This design comes from an exercise in tuning for small area, a short achievable clock period and few clock cycles on the open sky130 flow, not from production work. Only simulation tests tie the RTL to the original design; equivalence was not proved. Power is estimated from default activity; no workload was simulated.

Design mctp_tx, start of the top module:
module mctp_tx (
    input  wire        clk,
    input  wire        rst,           
    input  wire        start_valid,
    output wire        start_ready,
    input  wire [12:0] cfg_len,       
    input  wire [7:0]  cfg_mtu,       
    input  wire [31:0] cfg_addr,      
    input  wire        cfg_to,        
    input  wire        cfg_pec_xor,   
    input  wire        cfg_mic,       
    input  wire        in_valid,
    output wire        in_ready,
    input  wire [7:0]  in_data,
    output reg         out_valid,
    input  wire        out_ready,
    output reg  [7:0]  out_data,
    output reg         out_sop,       
    output reg         out_eop        
);
    reg        idle, hd, py, pc;
    reg        busy;        
    reg [7:0]  h;           
    reg [31:0] addr;
    reg        to_bit;
    reg        pec_xor;
    reg        mic;
    reg [7:0]  m1;          
    reg [12:0] q;           
    reg        cfl;         
    reg        hinc;        
    reg [7:0]  p;           
    reg [2:0]  micn;        
    reg        first_pkt;
  ...
Settings: LEC_CHECK=0, CAP_MARGIN=20, CORE_MARGIN=2, CORE_UTILIZATION=40, CTS_BUF_LIST=sky130_fd_sc_hd__clkbuf_8, CTS_CLUSTER_SIZE=30, SETUP_SLACK_MARGIN=2.85, SLEW_MARGIN=20, SYNTH_HIERARCHICAL=1, TNS_END_PERCENT=40; clock period 5.0 ns.
standard.sh (not shown) runs the stock make flow with config.mk's settings and CLKGATE_MAP_FILE= SYNTH_SCRIPT=/design/flow/synth_recipe.tcl, a recipe that flattens the netlist after the stock synthesis.
==> flow/flow/run.sh <==
#!/bin/bash
# The standard layout (standard.sh: the standard flow's synthesis and ORFS flow), with the
# port buffers made of sky130_fd_sc_hd__buf_1 cells instead of the default
# delay-buffer cells, and clock tree synthesis without dummy loads.
# make's full output goes to flow_make.log.
set -euo pipefail
export BUFFER_PORTS_ARGS="-buffer_cell sky130_fd_sc_hd__buf_1"
export CTS_ARGS="-sink_clustering_enable -repair_clock_nets -dont_use_dummy_load -buf_list sky130_fd_sc_hd__clkbuf_8 -sink_clustering_size 30"
bash standard.sh > flow_make.log 2>&1
The first run finished clean.
Testbench counts at the start, summed over its fixed seeds: cycles 49,716.
Next try:
SETUP_SLACK_MARGIN = 2.8   (was 2.85)
Effect: Sequential share of layout area increases by 1.3 points. Combinational power shrinks by 4.2%. Maximum frequency is lower by 1.4%.
Next try:
TNS_END_PERCENT = 70   (was 40)
Via count rises by 2.1%.
Clock power came out higher by about 2%.
Sequential cell count is unchanged.
Global-route usage climbs by 0.14 points.
Setup slack is better by 14 ps.
Die area is unchanged.
Critical path depth is higher by 1.
Sequential power is about the same.
Combinational power rose by about 3%.
Sequential share of layout area is lower by 0.89 points.
Cell area is higher by 2.4%.
Next try:
TNS_END_PERCENT = 10   (was 70)
Result:
- total power decreases by about 0.7%
- maximum frequency decreases by 0.50%
- global-route usage increases by 0.19 points
- setup slack degrades by 11 ps
- die area stays the same
- worst hold slack degrades by 30 ps
Next try:
TNS_END_PERCENT = 25   (was 10)
After rerunning:
- The changed run finished clean
- via count increases by 0.81%
- wire length hardly moves
- register-to-register slack barely changes
- power barely changes
- setup slack gets better by 9.1 ps
- sequential share of layout area is about the same
- hold slack gets better by 4.4 ps
- critical path depth stays the same
- combinational power hardly moves
- count of clock-buffer cells in the layout does not change
- area after synthesis does not change
Next try:
SETUP_SLACK_MARGIN = 2.9   (was 2.8)
The changed run completed with no timing, DRC or antenna violations.
Utilization grows by 2.3 points.
Final cell count grows by 1.5%.
Register-to-register slack improves by 20 ps.
Worst setup slack improves by 21 ps.
Final area grows by 4.7%.
Power grows by about 1%.
Global-route usage barely changes.
Worst hold slack degrades by 14 ps.
Die area does not change.

* * *

== AL ==
mctp_tx, a different RTL version from the one above (not shown whole).
For scale: roughly 82 I/O pins.
// mctp_tx
module mctp_tx (
    input  wire        clk,
    input  wire        rst,           
    input  wire        start_valid,
    output wire        start_ready,
    input  wire [12:0] cfg_len,       
    input  wire [7:0]  cfg_mtu,       
    input  wire [31:0] cfg_addr,      
    input  wire        cfg_to,        
    input  wire        cfg_pec_xor,   
    input  wire        cfg_mic,       
    input  wire        in_valid,
    output wire        in_ready,
    input  wire [7:0]  in_data,
    output reg         out_valid,
    input  wire        out_ready,
    output reg  [7:0]  out_data,
    output reg         out_sop,       
    output reg         out_eop        
);
clock: 5.0 ns
lec_check: 0
abc_clock_period_in_ps: 2000
cap_margin: 20
core_margin: 2
core_utilization: 55
setup_slack_margin: 2.8
slew_margin: 20
run.sh (not shown) runs the stock make flow with config.mk's settings and CLKGATE_MAP_FILE= SYNTH_SCRIPT=/design/flow/synth_recipe.tcl, a recipe that flattens the netlist after the stock synthesis.
Stock flow here: none of the scripts above is used.
Testbench counts of AL, summed over its fixed seeds: cycles 49,716.
Here is what was changed in the inputs of TR compared with AL.
- removing ABC_CLOCK_PERIOD_IN_PS (formerly 2000)
- removing SETUP_SLACK_MARGIN (formerly 2.8)
- changing CORE_UTILIZATION from 55 to 40
### Flow results
Buffers inserted during post-CTS setup optimization (higher): AL
In terms of register cell area after layout, AL and TR differ only marginally.
The first element of the critical path comes out in_data[2] in one run and cfg_mic in the other, namely in TR and AL respectively.
Routed wire length: TR < AL
The higher wire length of the first global-routing pass of TR and AL is in AL.
From AL to TR the numbers moved as follows: overall power consumption shrank by 0.69 mW, share of total power in the clock network grew by 2.7 points.
Max final cell area excluding filler cells across TR and AL: AL
Relative to AL, die extent in y has increased by about 17% in TR.
Aggregate global-route resource usage: TR vs AL down 11 points
Relative to AL, the share of total power in combinational logic of TR is lower by 9.6 points.
In the metrics for TR and AL, the one carrying the lower worst setup margin is TR.

afterwards: timing with drivers on the ports:
How much do the figures lean on ideal ports? The routed layouts below were timed once more, with nothing changed but the port constraints. Step 1 (the two cells are an assumption about what drives the block):
set clk [get_ports {clk}]
set_driving_cell -lib_cell sky130_fd_sc_hd__clkbuf_16 $clk
set_driving_cell -lib_cell sky130_fd_sc_hd__buf_2 [delete_from_list [all_inputs] $clk]
Step 2, shift: input delay + t, output delay - t, t = (earliest + latest rising clock arrival at the registers) / 2. This alone moves slack from input paths to output paths. Three values: ideal ports, drivers, drivers and shift; two values: the first two.
run | t, ns | setup WS [ns] | cell pins on the clock port's net
the first run of note 1 | 0.483 | 2.798 / 2.823 / 2.340 | 1
the second run of note 1 | 0.495 | 2.766 / 2.770 / 2.275 | 1
the third run of note 1 | 0.490 | 2.780 / 2.780 / 2.356 | 1
the fourth run of note 1 | 0.487 | 2.769 / 2.751 / 2.263 | 1
the fifth run of note 1 | 0.488 | 2.778 / 2.769 / 2.281 | 1
the sixth run of note 1 | 0.478 | 2.799 / 2.799 / 2.402 | 1
AL | 0.475 | 2.347 / 2.343 / 1.868 | 1
TR | 0.472 | 1.581 / 1.587 / 1.115 | 1
After both steps every run listed still meets setup and hold. The setup slack of the fourth run of note 1, which loses most, moves by -0.018 ns with the drivers and by -0.506 ns with both steps.
